Source: an optimization exercise on an open RTL-to-GDS flow (aim: small area). Production flows keep margins and buffers that such runs may drop.
Function was checked by simulation only, so behaviour that the tests miss may differ from the original.
No driver is modelled on the clock port, so clocking that relies on it looks cheaper here than on a real chip.
Power figures rest on the tool's default switching activity, not on a simulated workload.

==> design.v <==
module zcs8_core (
    input  wire        clk,
    input  wire        rst,
    output wire        imem_req,
    output wire [15:0] imem_addr,
    input  wire        imem_ack,
    input  wire [7:0]  imem_rdata,
    input  wire        imem_err,
    output wire        dmem_req,
    output wire        dmem_we,
    output wire [15:0] dmem_addr,
    output wire [7:0]  dmem_wdata,
    input  wire        dmem_ack,
    input  wire [7:0]  dmem_rdata,
    input  wire        dmem_err,
    output wire        halted,
    output wire        faulted,
    output wire [1:0]  fault_code,
    output wire        fault_ram,
    output wire        fault_write,
    output wire [15:0] fault_info,
    output wire [7:0]  reg_a,
    output wire [7:0]  reg_b,
    output wire [7:0]  reg_c,
    output wire [7:0]  reg_d,
    output wire [7:0]  reg_e,
    output wire [7:0]  reg_h,
    output wire [7:0]  reg_l,
    output wire [7:0]  reg_t,
    output wire [15:0] reg_sp,
    output wire [15:0] reg_pc,
    output wire        flag_z,
    output wire        flag_s,
    output wire        flag_p,
    output wire        flag_cy
);
    localparam [3:0] S_CLR  = 4'd0,     
                     S_F    = 4'd1,     
                     S_FW   = 4'd2,     
                     S_IL   = 4'd3,     
                     S_IH   = 4'd4,     
                     S_E    = 4'd5,     
                     S_E2   = 4'd6,     
                     S_SL   = 4'd7,     
                     S_SH   = 4'd8,     
                     S_DQ   = 4'd9,     
                     S_DW   = 4'd10,    
                     S_HALT = 4'd11,
                     S_FP   = 4'd12,    
                     S_FD   = 4'd13,    
                     S_FM   = 4'd14;    
    reg  [3:0]  st;
    reg         imm;                    
    reg         tc;                     
    reg  [7:0]  r0, r1, r2, r3, r4, r5, r6;    
    reg  [7:0]  t;
    reg  [7:0]  spl, sph, pcl, pch;
    reg         fz, fs, fp, fcy;
    reg  [7:0]  ir;
    wire s_clr = (st == S_CLR);
    wire s_f   = (st == S_F);
    wire s_fw  = (st == S_FW);
    wire s_il  = (st == S_IL);
    wire s_ih  = (st == S_IH);
    wire s_e   = (st == S_E);
    wire s_e2  = (st == S_E2);
    wire s_sl  = (st == S_SL);
    wire s_sh  = (st == S_SH);
    wire s_dq  = (st == S_DQ);
    wire s_dw  = (st == S_DW);
    wire s_hlt = (st == S_HALT);
    wire s_fp  = (st == S_FP);
    wire s_fd  = (st == S_FD);
    wire s_fm  = (st == S_FM);
    wire [1:0] hi  = ir[7:6];
    wire [2:0] src = ir[5:3];
    wire [2:0] ctl = ir[2:0];
    wire c7 = (ctl == 3'd7);
    wire s7 = (src == 3'd7);
    wire is_ldi  = (hi == 2'd0) && (src == 3'd0) && !c7;
    wire is_push = (hi == 2'd0) && c7 && !s7;
    wire is_pop  = (hi == 2'd0) && s7 && !c7;
    wire is_lsp  = (ir == 8'h3F);
    wire is_lpc  = (ir == 8'h24);
    wire is_mov  = (hi == 2'd1) && !s7 && !c7;
    wire is_mem  = (hi == 2'd1) && (c7 ^ s7);           
    wire is_jmp  = (hi == 2'd3) && (ctl == 3'd4);
    wire is_hlt  = (ir == 8'hFF);
    wire is_alu  = hi[1] && !s7 && !is_jmp;
    wire is_not  = (ctl == 3'd7);
    wire to_acc  = !hi[0];
    wire stack   = (hi == 2'd0);                         
    reg jflag;
    always @(*) begin
        case (ir[5:4])
            2'd0: jflag = fz;
            2'd1: jflag = fs;
            2'd2: jflag = fp;
            default: jflag = fcy;
        endcase
    end
    wire taken  = is_lpc || (is_jmp && (jflag == ir[3]));
    wire copy16 = is_lsp || taken;                       
    wire dph  = s_dq || s_dw || s_fm;
    wire a_sp = (dph && stack) || s_sl || s_sh;
    wire a_hl = (dph && !stack) || ((s_e || s_e2) && copy16);
    wire a_pc = s_f || s_fw || s_il || s_ih || s_fp;
    wire [15:0] addr = ({16{a_pc}} & {pch, pcl}) | ({16{a_sp}} & {sph, spl})
                     | ({16{a_hl}} & {r5, r6}) | ({16{s_fd}} & {8'h00, ir});
    wire alu_e   = s_e  && is_alu && !is_not;
    wire alu_e2  = s_e2 && is_alu;                       
    wire aluex   = alu_e || alu_e2;
    wire rd_reg  = (s_e && (is_mov || is_alu)) || s_dq;
    wire [2:0] rsel = src;
    wire rd_lo   = s_il || s_sl || (s_e  && copy16);     
    wire rd_hi   = s_ih || s_sh || (s_e2 && copy16);     
    wire rd_imem = s_fw && imm;
    wire rd_dmem = s_dw;
    wire [6:0] rs = {7{rd_reg}} & (7'd1 << rsel);
    wire [7:0] x = ({8{rs[0]}} & r0) | ({8{rs[1]}} & r1) | ({8{rs[2]}} & r2)
                 | ({8{rs[3]}} & r3) | ({8{rs[4]}} & r4) | ({8{rs[5]}} & r5)
                 | ({8{rs[6]}} & r6)
                 | ({8{rd_lo}} & addr[7:0]) | ({8{rd_hi}} & addr[15:8])
                 | ({8{rd_imem}} & imem_rdata)
                 | ({8{rd_dmem}} & dmem_rdata);
    wire [2:0] op = ctl;
    wire inv   = aluex && (op == 3'd2 || op == 3'd3 || op == 3'd7);
    wire dec   = (s_sl || s_sh) && is_push;
    wire m_and = aluex && (op == 3'd4);
    wire m_or  = aluex && (op == 3'd5);
    wire arith = !aluex || !op[2];
    wire cin   = aluex ? ((op == 3'd1) ? fcy : (op == 3'd2) ? 1'b1 : (op == 3'd3) ? !fcy : 1'b0)
                       : ((s_il || (s_sl && !is_push)) ? 1'b1 : (s_ih || s_sh || s_e2) ? tc : 1'b0);
    wire [7:0] p = x ^ {8{inv}};
    wire [7:0] q = ({8{aluex}} & r0) | {8{dec}};
    wire [7:0] t_ = p ^ q;                  
    wire [7:0] g_ = p & q;                  
    wire [8:0] c;
    wire [7:0] res;
    assign c[0] = cin;
    genvar gi;
    generate
        for (gi = 0; gi < 8; gi = gi + 1) begin : g_alu
            assign c[gi + 1] = g_[gi] | (t_[gi] & c[gi]);
            assign res[gi]   = ((t_[gi] & !m_and) ^ (c[gi] & arith)) | (g_[gi] & (m_and | m_or));
        end
    endgenerate
    wire sub    = (op == 3'd2) || (op == 3'd3);
    wire cy_new = !op[2] && (c[8] ^ sub);
    wire z_new  = (res == 8'd0) && !cy_new;
    wire ld_imem = s_fw && imm && imem_ack && !imem_err;
    wire ld_dmem = s_dw && dmem_ack && !dmem_err && !c7;
    wire wr_r    = (s_e && is_mov) || ld_imem || ld_dmem || (aluex && to_acc);
    wire [2:0] dsel = hi[1] ? 3'd0 : ctl;
    wire we_pcl = s_il || (s_e  && taken);
    wire we_pch = s_ih || (s_e2 && taken);
    wire we_spl = s_sl || (s_e  && is_lsp);
    wire we_sph = s_sh || (s_e2 && is_lsp);
    wire we_t   = s_e && (is_mov || is_alu);
    always @(posedge clk) begin
        tc <= c[8];
        if (s_clr || (wr_r && dsel == 3'd0)) r0 <= res;
        if (s_clr || (wr_r && dsel == 3'd1)) r1 <= res;
        if (s_clr || (wr_r && dsel == 3'd2)) r2 <= res;
        if (s_clr || (wr_r && dsel == 3'd3)) r3 <= res;
        if (s_clr || (wr_r && dsel == 3'd4)) r4 <= res;
        if (s_clr || (wr_r && dsel == 3'd5)) r5 <= res;
        if (s_clr || (wr_r && dsel == 3'd6)) r6 <= res;
        if (s_clr || we_pcl) pcl <= res;
        if (s_clr || we_pch) pch <= res;
        if (s_clr || we_spl) spl <= res;
        if (s_clr || we_sph) sph <= res;
        if (s_clr || we_t)   t   <= x;
        if (s_clr || aluex) begin
            fz  <= z_new  && !s_clr;
            fs  <= res[7];
            fp  <= !res[0] && !s_clr;
            fcy <= cy_new && !s_clr;
        end
        if (s_fw && !imm) ir <= imem_rdata;
    end
    always @(posedge clk) begin
        if (rst) begin
            st  <= S_CLR;
            imm <= 1'b0;
        end else begin
            case (st)
                S_CLR: st <= S_F;
                S_F:   st <= S_FW;
                S_FW:  if (imem_ack) st <= imem_err ? S_FP : S_IL;
                S_IL:  st <= S_IH;
                S_IH: begin
                    if (imm) begin
                        imm <= 1'b0;
                        st  <= S_F;
                    end else if (is_ldi) begin
                        imm <= 1'b1;
                        st  <= S_F;
                    end else begin
                        st <= S_E;
                    end
                end
                S_E: begin
                    if (is_hlt)                     st <= S_HALT;
                    else if (is_pop)                st <= S_SL;
                    else if (is_push || is_mem)     st <= S_DQ;
                    else if (copy16 || (is_alu && is_not)) st <= S_E2;
                    else if (is_mov || is_alu || is_jmp)   st <= S_F;
                    else                            st <= S_FD;
                end
                S_E2:  st <= S_F;
                S_SL:  st <= S_SH;
                S_SH:  st <= is_push ? S_F : S_DQ;
                S_DQ:  st <= S_DW;
                S_DW:  if (dmem_ack) st <= dmem_err ? S_FM : (is_push ? S_SL : S_F);
                default: ;
            endcase
        end
    end
    assign imem_req   = s_f;
    assign imem_addr  = addr;
    assign dmem_req   = s_dq;
    assign dmem_we    = c7;
    assign dmem_addr  = addr;
    assign dmem_wdata = x;
    assign halted      = s_hlt;
    assign faulted     = s_fp || s_fd || s_fm;
    assign fault_code  = {s_fd, s_fp || s_fm};
    assign fault_ram   = s_fm;
    assign fault_write = s_fm && c7;
    assign fault_info  = addr;
    assign reg_a  = r0;
    assign reg_b  = r1;
    assign reg_c  = r2;
    assign reg_d  = r3;
    assign reg_e  = r4;
    assign reg_h  = r5;
    assign reg_l  = r6;
    assign reg_t  = t;
    assign reg_sp = {sph, spl};
    assign reg_pc = {pch, pcl};
    assign flag_z  = fz;
    assign flag_s  = fs;
    assign flag_p  = fp;
    assign flag_cy = fcy;
endmodule
==> flow/run.sh <==
#!/bin/bash
# The standard layout (standard.sh), with these changes:
#  - synthesis maps the logic with an area-only ABC script (flow/abc_area.script)
#    and without the full-adder extraction step (ADDER_MAP_FILE empty);
#    everything else in synthesis, registers included, is the standard synthesis,
#    except that pass-through wires get no buffer (SYNTH_INSBUF=0): the port
#    buffers are added in placement as usual;
#  - port buffers are sky130_fd_sc_hd__buf_1 cells;
#  - clock tree synthesis without dummy loads, with clkbuf_4 clock buffers,
#    then flow/post_cts.tcl upsizes the clock buffers whose sinks see the
#    slowest clock edges to clkbuf_8.
# Each tool's output is in orfs/logs/; make's own output is in flow_make.log.
set -euo pipefail
W=$PWD
rm -rf "$W/scripts_local"
cp -r "$FLOW_HOME/scripts" "$W/scripts_local"
cp "$W/flow/abc_area.script" "$W/scripts_local/abc_area.script"
printf 'set ::env(SCRIPTS_DIR) %s\nsource %s\n' "$W/scripts_local" "$W/synth_recipe.tcl" > "$W/my_synth.tcl"
sed "s#SYNTH_SCRIPT=[^ ]*#SYNTH_SCRIPT=$W/my_synth.tcl#" "$W/standard.sh" > "$W/my_standard.sh"
CTS="-sink_clustering_enable -repair_clock_nets -dont_use_dummy_load -buf_list sky130_fd_sc_hd__clkbuf_4"
bash "$W/my_standard.sh" "ADDER_MAP_FILE=" "SYNTH_INSBUF=0" "BUFFER_PORTS_ARGS=-buffer_cell sky130_fd_sc_hd__buf_1" "CTS_ARGS=$CTS" "POST_CTS_TCL=$W/flow/post_cts.tcl" finish > "$W/flow_make.log" 2>&1
==> flow/abc_area.script <==
strash
dch -f
amap -F 10 -A 30
topo
==> flow/post_cts.tcl <==
estimate_parasitics -placement
set upsized 0
foreach inst [get_cells clkbuf_*] {
  if {[get_property [get_property $inst liberty_cell] name] ne "sky130_fd_sc_hd__clkbuf_4"} { continue }
  set out [get_pins -of_objects $inst -filter "direction == output"]
  set worst 0
  foreach p [get_pins -of_objects [get_nets -of_objects $out] -filter "direction == input"] {
    set s [get_property $p slew_max]
    if {$s > $worst} { set worst $s }
  }
  if {$worst > 0.085} {
    replace_cell $inst sky130_fd_sc_hd__clkbuf_8
    incr upsized
  }
}
puts "post_cts: upsized $upsized clock buffers"
detailed_placement
check_placement -verbose
estimate_parasitics -placement
==> standard.sh <==
#!/bin/bash
# synth_recipe.tcl (not shown) runs the flow's synth.tcl, then flattens the netlist and writes it again
# the make line also repeats each setting of config.mk as NAME=value (left out here)
make -C /OpenROAD-flow-scripts/flow DESIGN_CONFIG=/design/flow/config.mk WORK_HOME=/design/flow/orfs CLKGATE_MAP_FILE= SYNTH_SCRIPT=/design/flow/synth_recipe.tcl "${@:-finish}"
==> config.mk <==
export PLATFORM = sky130hd
export DESIGN_NAME = zcs8_core
export DESIGN_NICKNAME = zcs8_core
export VERILOG_FILES = /design/flow/design.v
export SDC_FILE = /design/flow/constraint.sdc
export NUM_CORES = 4
export LEC_CHECK = 0
export ABC_AREA = 1
export CAP_MARGIN = 5
export CORE_MARGIN = 2
export CORE_UTILIZATION = 60
export GPL_TIMING_DRIVEN = 0
export SLEW_MARGIN = 5
==> constraint.sdc <==
create_clock -name core_clock -period 10.0 [get_ports {clk}]
set_input_delay 2.0000 -clock core_clock [delete_from_list [all_inputs] [get_ports {clk}]]
set_output_delay 2.0000 -clock core_clock [all_outputs]
set_load 0.01 [all_outputs]
==> reports/metrics.cfg, run 1 <==
[worst_setup_path]
start_kind = flop
crit_fanout = 16
critPathArrivalTime_ns = 7.59
path_class = reg2reg
cp-end-kind = flop
ff2ff_setup_slack_ns = 2.68
required_ns = 10.27

[sta]
holdWs_ns = 0.541
slew_headroom_pct = 8.50
worst_pin_slew_ns = 1.37
grt_setup_unrepaired = no
hold_viol = 0
min_period_over_period_pct = 73.2
fin_crit_ns = 7.32
report.final.setup_viol = 0
finClkSkew_ns = 0.0215
fmax_ghz = 0.137
drv_slew = 0
fin_setup_tns_ns = 0

[logic_synthesis]
synth_area_leaders = edfxtp_1 61%, a222oi_1 5.8%, nor2_1 5.1%, nand2_1 4.0%, o21ai_0 3.9%
yosysWarnings = 1
synth-seq-area-share_pct = 63.1
netlist_area_um2 = 5330
syn_avg_cell_area_um2 = 11.1
yosysTopAreaCell = edfxtp_1
yosysUniqueCellTypes = 35
synth-seq-cells = 114
synth_top_area_share_pct = 60.9
postSynthCellCount = 481
synth_nets = 503

[power]
pwr-share-comb_pct = 42.8
netSwitchingPower_mw = 1.04
p_int_mw = 1.20
ir_worst_vdd_v = 0.000213
swShare_pct = 46.5
seq_power_share_pct = 45.5
p_per_area_nw_per_um2 = 351
clockPowerShare_pct = 11.7
cellLeakagePower_nw = 2.09
total_power_mw = 2.24

[drt]
drt_iter0_drc = 902
wl_per_cell_um = 24.6
drc = 0
antenna_left = 0
routed_wl_mm = 19.5
firstDrtPassIters = 9
vias_per_cell = 6.89
num_vias = 5469

[global_route]
grt_pass1_vias = 5033
grt_overflow = 0
grt_pass1_wl_mm = 28.3
antenna_found_initial = 0
grt_usage_pct = 39.6
grt_max_degree = 17

[cells_and_area]
n_antenna_cell = 0
fillers = 654
finalNonFillerCells = 794
syn_to_final_growth_pct = 19.7
final_nets = 710
layout_common_cells = 186 x buf_1, 108 x edfxtp_1, 73 x nor2_1, 57 x nand2_1, 51 x clkinv_1
final_common_cell = buf_1
drive_gt1_share_pct = 3.64
fin_util_pct = 73.5

[cts]
cts_tree = yes
clock_latency_ns = 0.41
path_clk_slew_ns = 0.08
cts.sinks = 114

[place]
dp.final_hpwl_mm = 14.3
dp.cells = 777
gp_congestion = 0.914
io_buffers = 186

[die]
dieArea_um2 = 9650
die_w_um = 98.2
io-pin-count = 187
initial_core_util_pct = 61.4
die_height_um = 98.2
core_area_um2 = 8680
rows = 34

[worst_hold_path]
min_path_type = reg2reg

[outcome]
status = timing/DRC/antenna clean

[run]
drv_cap = 0

==> cell families (layout without fill, tap and decap cells) <==
group / after synthesis / after routing / synth area share (%)
AND/OR/NAND/NOR: 171 / 171 / 13.6
AO/OA/AOI/OAI: 145 / 145 / 19.7
flip-flops: 114 / 114 / 63.1
buffers and inverters: 51 / 256 / 3.59
==> state kept, by name, summed over array words and instances (netlist names) <==
signal	flops
imm	1
st	4
spl	8
fz	1
sph	8
r6	8
fs	1
fcy	1
r1	8
tc	1
r3	8
r5	8
r2	8
pcl	8
ir	8
fp	1
r0	8
r4	8
t	8
pch	8
==> per-layer routing <==
layer / wire length, um / part of all wire (%) / GRT usage [%] / vias to the layer above
li1: - / - / - / 2302
met1: 6460 / 33 / 50.4 / 2511
met2: 8920 / 46 / 61.1 / 561
met3: 3080 / 16 / 12.8 / 95
met4: 1060 / 5.4 / 20.9 / 0
met5: 0 / 0 / 0 / -
==> layout make-up <==
| type | count | area [um^2] | area share, % |
|---|---|---|---|
| well taps | 108 | 135 | 2.12 |
| repair buffers | 188 | 711 | 11.1 |
| clock buffers | 17 | 171 | 2.69 |
| multi-input cells | 316 | 1800 | 28.3 |
| flip-flops and latches | 114 | 3360 | 52.8 |
| inverters | 51 | 191 | 3.00 |
==> synthesized netlist by cell type <==
master,n
and4_1,2
o21a_1,1
nand4_1,3
nor4_1,6
a311oi_1,1
or4_1,1
nand3_1,11
edfxtp_1,108
o31ai_1,1
a222oi_1,31
a32o_1,1
nor2b_1,2
o2111ai_1,2
o221ai_1,12
a21boi_0,2
a22oi_1,15
o32a_1,1
clkinv_1,51
nor2_1,73
dfxtp_1,6
or3_1,3
a31oi_1,1
a21oi_1,15
o211ai_1,2
a211oi_1,1
a32oi_1,3
a21o_1,4
o32ai_1,1
o311ai_0,1
nor3_1,12
and3_1,1
nand2_1,57
o22ai_1,5
a221oi_1,3
o21ai_0,42
==> power groups by stage <==
stage | logic (mW) | registers (mW) | clock network, mW
final | 0.957 | 1.02 | 0.261
after global routing | 1.01 | 1.03 | 0.277
after detailed placement | 0.930 | 1.02 | 0
after global placement | 0.905 | 1.01 | 0
after floorplan | 0.425 | 1.06 | 0
==> worst paths after layout <==
kind,start,to,cells past startpoint
worst min-delay path,st[1],st[1],2
worst max-delay path,ir[1],fz,25
worst max register to register,ir[1],fz,25
worst min register to register,st[1],st[1],2
==> worst max-delay path: stages, from the launching register on <==
cell      delay (ns)
edfxtp_1        0.49
clkinv_1        0.30
nor3_1          1.04
nand3_1         0.31
nand2_1         0.25
o21ai_0         0.13
o21ai_2         0.38
a222oi_1        0.22
o21ai_0         0.36
clkinv_1        0.16
o221ai_1        0.45
o21ai_0         0.19
nor2_1          0.20
o21ai_0         0.16
nand2_1         0.09
o21ai_0         0.13
a21o_1          0.23
a21o_1          0.19
a21o_1          0.19
a21oi_1         0.17
o21ai_0         0.15
nor2_1          0.14
o221ai_1        0.54
nor4_1          0.47
nand3_1         0.11
nor2_1          0.11
==> metrics by stage <==
step | worst slack (ns) | area, um^2
after global routing | 2.14 | 6370
after detailed placement | 3.06 | 6190
after global placement | 2.27 | 6160
final | 2.68 | 6370
after floorplan | 4.15 | 5330
==> run 2: changes to the inputs <==
--- a/design.v
+++ b/design.v
@@ -99,12 +99,11 @@
             default: jflag = fcy;
         endcase
     end
-    wire taken  = is_lpc || (is_jmp && (jflag == ir[3]));
-    wire copy16 = is_lsp || taken;                       
+    wire taken  = is_lpc || (is_jmp && (jflag == ir[3]));    
     wire dph  = s_dq || s_dw || s_fm;
-    wire a_sp = (dph && stack) || s_sl || s_sh;
-    wire a_hl = (dph && !stack) || ((s_e || s_e2) && copy16);
-    wire a_pc = s_f || s_fw || s_il || s_ih || s_fp;
+    wire a_sp = (dph && stack) || ((s_sl || s_sh) && !is_lsp);
+    wire a_hl = (dph && !stack) || ((s_sl || s_sh) && is_lsp) || ((s_il || s_ih) && taken);
+    wire a_pc = s_f || s_fw || ((s_il || s_ih) && !taken) || s_fp;
     wire [15:0] addr = ({16{a_pc}} & {pch, pcl}) | ({16{a_sp}} & {sph, spl})
                      | ({16{a_hl}} & {r5, r6}) | ({16{s_fd}} & {8'h00, ir});
     wire alu_e   = s_e  && is_alu && !is_not;
@@ -112,8 +111,8 @@
     wire aluex   = alu_e || alu_e2;
     wire rd_reg  = (s_e && (is_mov || is_alu)) || s_dq;
     wire [2:0] rsel = src;
-    wire rd_lo   = s_il || s_sl || (s_e  && copy16);     
-    wire rd_hi   = s_ih || s_sh || (s_e2 && copy16);     
+    wire rd_lo   = s_il || s_sl;                         
+    wire rd_hi   = s_ih || s_sh;                         
     wire rd_imem = s_fw && imm;
     wire rd_dmem = s_dw;
     wire [6:0] rs = {7{rd_reg}} & (7'd1 << rsel);
@@ -130,7 +129,7 @@
     wire m_or  = aluex && (op == 3'd5);
     wire arith = !aluex || !op[2];
     wire cin   = aluex ? ((op == 3'd1) ? fcy : (op == 3'd2) ? 1'b1 : (op == 3'd3) ? !fcy : 1'b0)
-                       : ((s_il || (s_sl && !is_push)) ? 1'b1 : (s_ih || s_sh || s_e2) ? tc : 1'b0);
+                       : (((s_il && !taken) || (s_sl && !is_push && !is_lsp)) ? 1'b1 : (s_ih || s_sh) ? tc : 1'b0);
     wire [7:0] p = x ^ {8{inv}};
     wire [7:0] q = ({8{aluex}} & r0) | {8{dec}};
     wire [7:0] t_ = p ^ q;                  
@@ -152,10 +151,10 @@
     wire ld_dmem = s_dw && dmem_ack && !dmem_err && !c7;
     wire wr_r    = (s_e && is_mov) || ld_imem || ld_dmem || (aluex && to_acc);
     wire [2:0] dsel = hi[1] ? 3'd0 : ctl;
-    wire we_pcl = s_il || (s_e  && taken);
-    wire we_pch = s_ih || (s_e2 && taken);
-    wire we_spl = s_sl || (s_e  && is_lsp);
-    wire we_sph = s_sh || (s_e2 && is_lsp);
+    wire we_pcl = s_il;
+    wire we_pch = s_ih;
+    wire we_spl = s_sl;
+    wire we_sph = s_sh;
     wire we_t   = s_e && (is_mov || is_alu);
     always @(posedge clk) begin
         tc <= c[8];
@@ -202,15 +201,15 @@
                 end
                 S_E: begin
                     if (is_hlt)                     st <= S_HALT;
-                    else if (is_pop)                st <= S_SL;
+                    else if (is_pop || is_lsp)      st <= S_SL;
                     else if (is_push || is_mem)     st <= S_DQ;
-                    else if (copy16 || (is_alu && is_not)) st <= S_E2;
-                    else if (is_mov || is_alu || is_jmp)   st <= S_F;
+                    else if (is_alu && is_not)      st <= S_E2;
+                    else if (is_mov || is_alu || is_jmp || is_lpc) st <= S_F;
                     else                            st <= S_FD;
                 end
                 S_E2:  st <= S_F;
                 S_SL:  st <= S_SH;
-                S_SH:  st <= is_push ? S_F : S_DQ;
+                S_SH:  st <= is_pop ? S_DQ : S_F;
                 S_DQ:  st <= S_DW;
                 S_DW:  if (dmem_ack) st <= dmem_err ? S_FM : (is_push ? S_SL : S_F);
                 default: ;
==> reports/metrics.cfg, run 2 <==
[drt]
antenna_left = 0
firstDrtPassIters = 8
routed_wl_mm = 20.0
drt_iter0_drc = 758
drc = 0
wl_per_cell_um = 25.5
vias_per_cell = 7.01
num_vias = 5496

[cells_and_area]
syn_to_final_growth_pct = 20.6
fillers = 598
layout_common_cells = 186 x buf_1, 108 x edfxtp_1, 65 x nor2_1, 44 x clkinv_1, 43 x nand2_1
final_nets = 700
final_common_cell = buf_1
n_antenna_cell = 0
fin_util_pct = 74.2
drive_gt1_share_pct = 4.29

[logic_synthesis]
yosysTopAreaCell = edfxtp_1
synth_compound_area_share_pct = 19.8
netlist_area_um2 = 5320
yosysUniqueCellTypes = 33
synthSimpleGateAreaFrac_pct = 13.8
async_flop_share_pct = 0
ys.flop_type = edfxtp_1
syn_avg_cell_area_um2 = 11.4
synth-edff-count = 108
synthTopCellsByCount = 108 x edfxtp_1, 65 x nor2_1, 44 x clkinv_1, 43 x nand2_1, 35 x o21ai_0
synth-seq-cells = 114
synth.most_common_cell = edfxtp_1
synth-seq-area-share_pct = 63.3
synth-xor-area-share_pct = 0
synth_nets = 489
synth_area_leaders = edfxtp_1 61%, a222oi_1 6.2%, nor2_1 4.6%, o21ai_0 3.3%, clkinv_1 3.1%
synth_top_family_by_area = compound AO/OA/AOI/OAI gates
postSynthCellCount = 467
muxShareOfSynthArea_pct = 0
synth_top_area_share_pct = 61.0
yosys.area_share.adder_pct = 0
yosysWarnings = 1

[sta]
fin_crit_ns = 7.99
fmax_ghz = 0.125
worst_pin_slew_ns = 1.38
drv_slew = 0
hold_viol = 0
finClkSkew_ns = 0.0249
setup_slack_ns = 2.01
fin_setup_tns_ns = 0
report.final.setup_viol = 0
slew_headroom_pct = 6.87
holdWs_ns = 0.549
min_period_over_period_pct = 79.9
grt_setup_unrepaired = no

[die]
core_area_um2 = 8640
rows = 34
die_w_um = 98.1
io-pin-count = 187
initial_core_util_pct = 61.6
die_height_um = 98.1
dieArea_um2 = 9630

[worst_setup_path]
cp_slowest_cell = o221ai_1
crit_chain = clkinv_1 > nor3_1 > clkinv_1 > nor2_1 > o22ai_2 > a222oi_1 > o21ai_0 > a31oi_1 > o21ai_0 > nor2_1 > a21oi_1 > nor2_1 > clkinv_1 > a21oi_1 > o21ai_0 > a21oi_1 > o21ai_0 > a21oi_1 > o21ai_0 > or2_0 > o221ai_1 > nor4_1 > nand3_1 > nor2_1
cp.depth = 24
crit_fanout = 16
required_ns = 10.13
reg2reg_depth = 24
crit_family = compound AO/OA/AOI/OAI gates
cp_common_cell = o21ai_0
path_class = reg2reg
cpPeakStageDelay_ns = 0.93
critPathArrivalTime_ns = 8.11
start_kind = flop
cp-end-kind = flop
cp_num_buf_inv = 3

[worst_hold_path]
whs_path_depth = 2
min_path_type = reg2reg

[global_route]
grt_overflow = 0
grt_max_degree = 17
grt_usage_pct = 41.0
grt_pass1_wl_mm = 29.2
antenna_found_initial = 0
grt_pass1_vias = 5137

[place]
dp_slack_ns = 2.47
io_buffers = 186
gp_congestion = 0.953
dp.final_hpwl_mm = 14.6

[cts]
path_clk_slew_ns = 0.08
clock_latency_ns = 0.42
cts.sinks = 114
cts_tree = yes

[power]
cellLeakagePower_nw = 2.07
ir_worst_vdd_v = 0.000231
total_power_mw = 2.24
p_per_area_nw_per_um2 = 349

[outcome]
status = timing/DRC/antenna clean

[run]
drv_cap = 0

-- run 2: per-stage QoR --
stage | instances | area (um^2)
global placement | 761 | 6150
finish | 784 | 6410
detailed placement | 766 | 6210
floorplan | 467 | 5320
global route | 784 | 6410
-- run 2: worst min-delay path, stage by stage (launching register included) --
cell     delay (ns)
dfxtp_1        0.34
a21oi_1        0.13
nor2_1         0.04
-- run 2: cell type report --
cell class              count  area (um^2)  share of cell area (%)
repair buffers            192          738                    11.5
multi-input cells         309         1830                    28.5
clock buffers              17          184                    2.87
well taps                 108          135                    2.11
flip-flops and latches    114         3360                    52.5
inverters                  44          165                    2.58
-- run 2: worst paths after layout --
kind                             from  endpoint  slack (ns)
worst min-delay path            st[0]     st[0]        0.55
worst min register to register  st[0]     st[0]        0.55
worst max register to register  ir[1]        fz        2.01
worst max-delay path            ir[1]        fz        2.01
-- run 2: power by group --
part,switching [mW],internal (mW),leakage (nW)
clock network,0.156,0.117,0.102
registers,0.158,0.853,1.17
logic,0.721,0.234,0.803
total,1.03,1.20,2.07
-- run 2: cells by family (layout without fill, tap and decap cells) --
family	after synthesis	count (layout)
buffers and inverters	44	253
AOI/OAI and AO/OA	145	145
and+or+nand+nor	164	164
DFF	114	114
-- run 2: per-layer routing --
metal / vias to the layer above / track usage, % / part of all wire (%)
li1: 2289 / - / -
met1: 2533 / 52.9 / 34
met2: 566 / 63.1 / 44
met3: 108 / 12.6 / 15
met4: 0 / 21.8 / 6.1
met5: - / 0 / 0
==> run 3: changes to the inputs <==
==> flow/abc_area.script (replaced) <==
strash
dch -f
amap -F 10 -A 30
strash
dch -f
amap -F 10 -A 30
strash
dch -f
amap -F 10 -A 30
topo
==> reports/metrics.cfg, run 3 <==
[die]
io-pin-count = 187
rows = 34
dieArea_um2 = 9570
core_area_um2 = 8640
initial_core_util_pct = 61.2
die_height_um = 97.8
die_w_um = 97.8

[drt]
drt_iter0_drc = 956
antenna_left = 0
num_vias = 5371
drc = 0
routed_wl_mm = 19.2
vias_per_cell = 6.87
wl_per_cell_um = 24.5
firstDrtPassIters = 7

[place]
gp_congestion = 0.968
io_buffers = 186
dp.final_hpwl_mm = 14.3

[sta]
fin_setup_tns_ns = 0
slew_headroom_pct = -6.25
min_period_over_period_pct = 82.0
drv_slew = 13
hold_viol = 0
holdWs_ns = 0.500
fmax_ghz = 0.122
grt_setup_unrepaired = no
report.final.setup_viol = 0
worst_pin_slew_ns = 1.59
finClkSkew_ns = 0.0316
fin_crit_ns = 8.20

[worst_setup_path]
reg2reg_depth = 25
crit_fanout = 13
cp_num_buf_inv = 3
start_kind = flop
crit_family = compound AO/OA/AOI/OAI gates
cpPeakStageDelay_ns = 1.12
rr_startpoint = ir[1]
ff2ff_setup_slack_ns = 1.80
cp-end-kind = flop
critPathArrivalTime_ns = 8.34
cp.depth = 25
cp_slowest_cell = o221ai_1
crit_start = ir[1]
endpoint = fz
r2r-end = fz
required_ns = 10.15
path_class = reg2reg

[global_route]
grt_max_degree = 17
grt_pass1_vias = 4971
grt_usage_pct = 39.4
grt_overflow = 0
grt_pass1_wl_mm = 28.1
antenna_found_initial = 0

[cells_and_area]
layout_common_cells = 186 x buf_1, 108 x edfxtp_1, 69 x nor2_1, 47 x clkinv_1, 42 x nand2_1
multiInputGateArea_um2 = 1780
final_common_cell = buf_1
regArea_um2 = 3360
syn_to_final_growth_pct = 20.5
final_nets = 698
drive_gt1_share_pct = 4.45
fillers = 627
n_antenna_cell = 0

[logic_synthesis]
netlist_area_um2 = 5280
yosysTopAreaCell = edfxtp_1
synth-edff-count = 108
syn_avg_cell_area_um2 = 11.4
synth-seq-cells = 114
synth_compound_area_share_pct = 20.2
synthTopCellsByCount = 108 x edfxtp_1, 69 x nor2_1, 47 x clkinv_1, 42 x nand2_1, 40 x o21ai_0
ys.flop_type = edfxtp_1
synth_top_family_by_area = compound AO/OA/AOI/OAI gates
yosysUniqueCellTypes = 31
synthSimpleGateAreaFrac_pct = 12.8
yosys.area_share.adder_pct = 0
synth_nets = 486
synth_top_area_share_pct = 61.4
synth-xor-area-share_pct = 0
muxShareOfSynthArea_pct = 0
synth.most_common_cell = edfxtp_1
yosysWarnings = 1
postSynthCellCount = 464
synth_area_leaders = edfxtp_1 61%, a222oi_1 7.0%, nor2_1 4.9%, o21ai_0 3.8%, clkinv_1 3.3%
async_flop_share_pct = 0
synth-seq-area-share_pct = 63.7

[power]
p_per_area_nw_per_um2 = 347
total_power_mw = 2.21
ir_worst_vdd_v = 0.000229
cellLeakagePower_nw = 2.06

[cts]
cts.sinks = 114
clock_latency_ns = 0.41
path_clk_slew_ns = 0.07
cts_tree = yes

[outcome]
status = finished with violations
check-failures = capacitance limit, slew limit

[worst_hold_path]
min_from = st[1]
min_path_type = reg2reg

[run]
drv_cap = 1

[run 3: changes by cell type in the layout (fill, tap and decap cells not counted), moves of 5 or more]
cell,previous run,this run
a21boi_0,6,11
nand4_1,6,1
a31o_1,7,0
a22oi_1,8,1
[run 3: cell families (layout without fill, tap and decap cells)]
group                  after synthesis  count (layout)
and+or+nand+nor                    157             157
AOI/OAI and AO/OA                  146             146
DFF                                114             114
buffers and inverters               47             257
[run 3: power by group]
| group | internal [mW] | switching, mW | total, mW |
|---|---|---|---|
| combinational | 0.228 | 0.722 | 0.950 |
| sequential | 0.855 | 0.154 | 1.01 |
| clock | 0.0998 | 0.148 | 0.247 |
[run 3: how the worst min path moves through the flow]
stage | endpoint | slack (ns) | cells after the start
2_1_floorplan | st[1] | 0.46 | 2
3_3_place_gp | st[1] | 0.48 | 2
3_5_place_dp | st[1] | 0.49 | 2
5_1_grt | st[1] | 0.55 | 2
6_report | st[1] | 0.50 | 2
[run 3: through the flow]
step	setup slack, ns	utilization, %	instance area, um^2	std cells
detailed placement	2.23	71.6	6190	764
floorplan	3.93	-	5280	464
global placement	1.85	70.8	6120	758
global route	1.49	73.7	6360	782
finish	1.80	73.7	6360	782
[run 3: cell type report]
type / count / share of cell area [%]
clock buffers: 17 / 2.50
repair buffers: 193 / 11.8
inverters: 47 / 2.77
well taps: 108 / 2.12
flip-flops and latches: 114 / 52.9
multi-input cells: 303 / 27.9
[run 3: tightest hold or removal path: stages (launching register included)]
cell and delay [ns]:
dfxtp_1 0.33, a21oi_1 0.06, nor2_1 0.07
[run 3: per-layer routing]
layer  part of all wire, %  global-route usage [%]  vias to the layer above
met2                    47                    61.9                      522
li1                      -                       -                     2272
met5                     0                       0                        -
met3                    14                    12.2                       88
met4                   5.1                    21.4                        0
met1                    33                    49.1                     2489

-- afterwards: timing with drivers on the ports --
The results above use ideal ports. As a check the final layouts listed here were re-extracted and re-timed, cells and wires unchanged. Step 1, drivers: a clkbuf_16 drives clk and a buf_2 each remaining input, both assumed. Step 2 adds t to the input delays and takes it off the output delays; t is the mean of the earliest and latest rising clock arrival at the registers after step 1. Input paths then give back, and output paths get back, about the clock's delay inside the block. Three values: ideal ports, drivers, drivers and shift; two values: the first two.
run	t (ns)	slack for setup (ns)	hold slack, ns	worst slew at a driven data input, ns
run 1	0.439	2.679 / 2.679 / 2.679	0.541 / 0.541 / 0.541	0.06
run 2	0.443	2.012 / 2.013 / 2.013	0.549 / 0.549 / 0.549	0.04
run 3	0.425	1.801 / 1.801 / 1.801	0.500 / 0.500 / 0.500	0.05
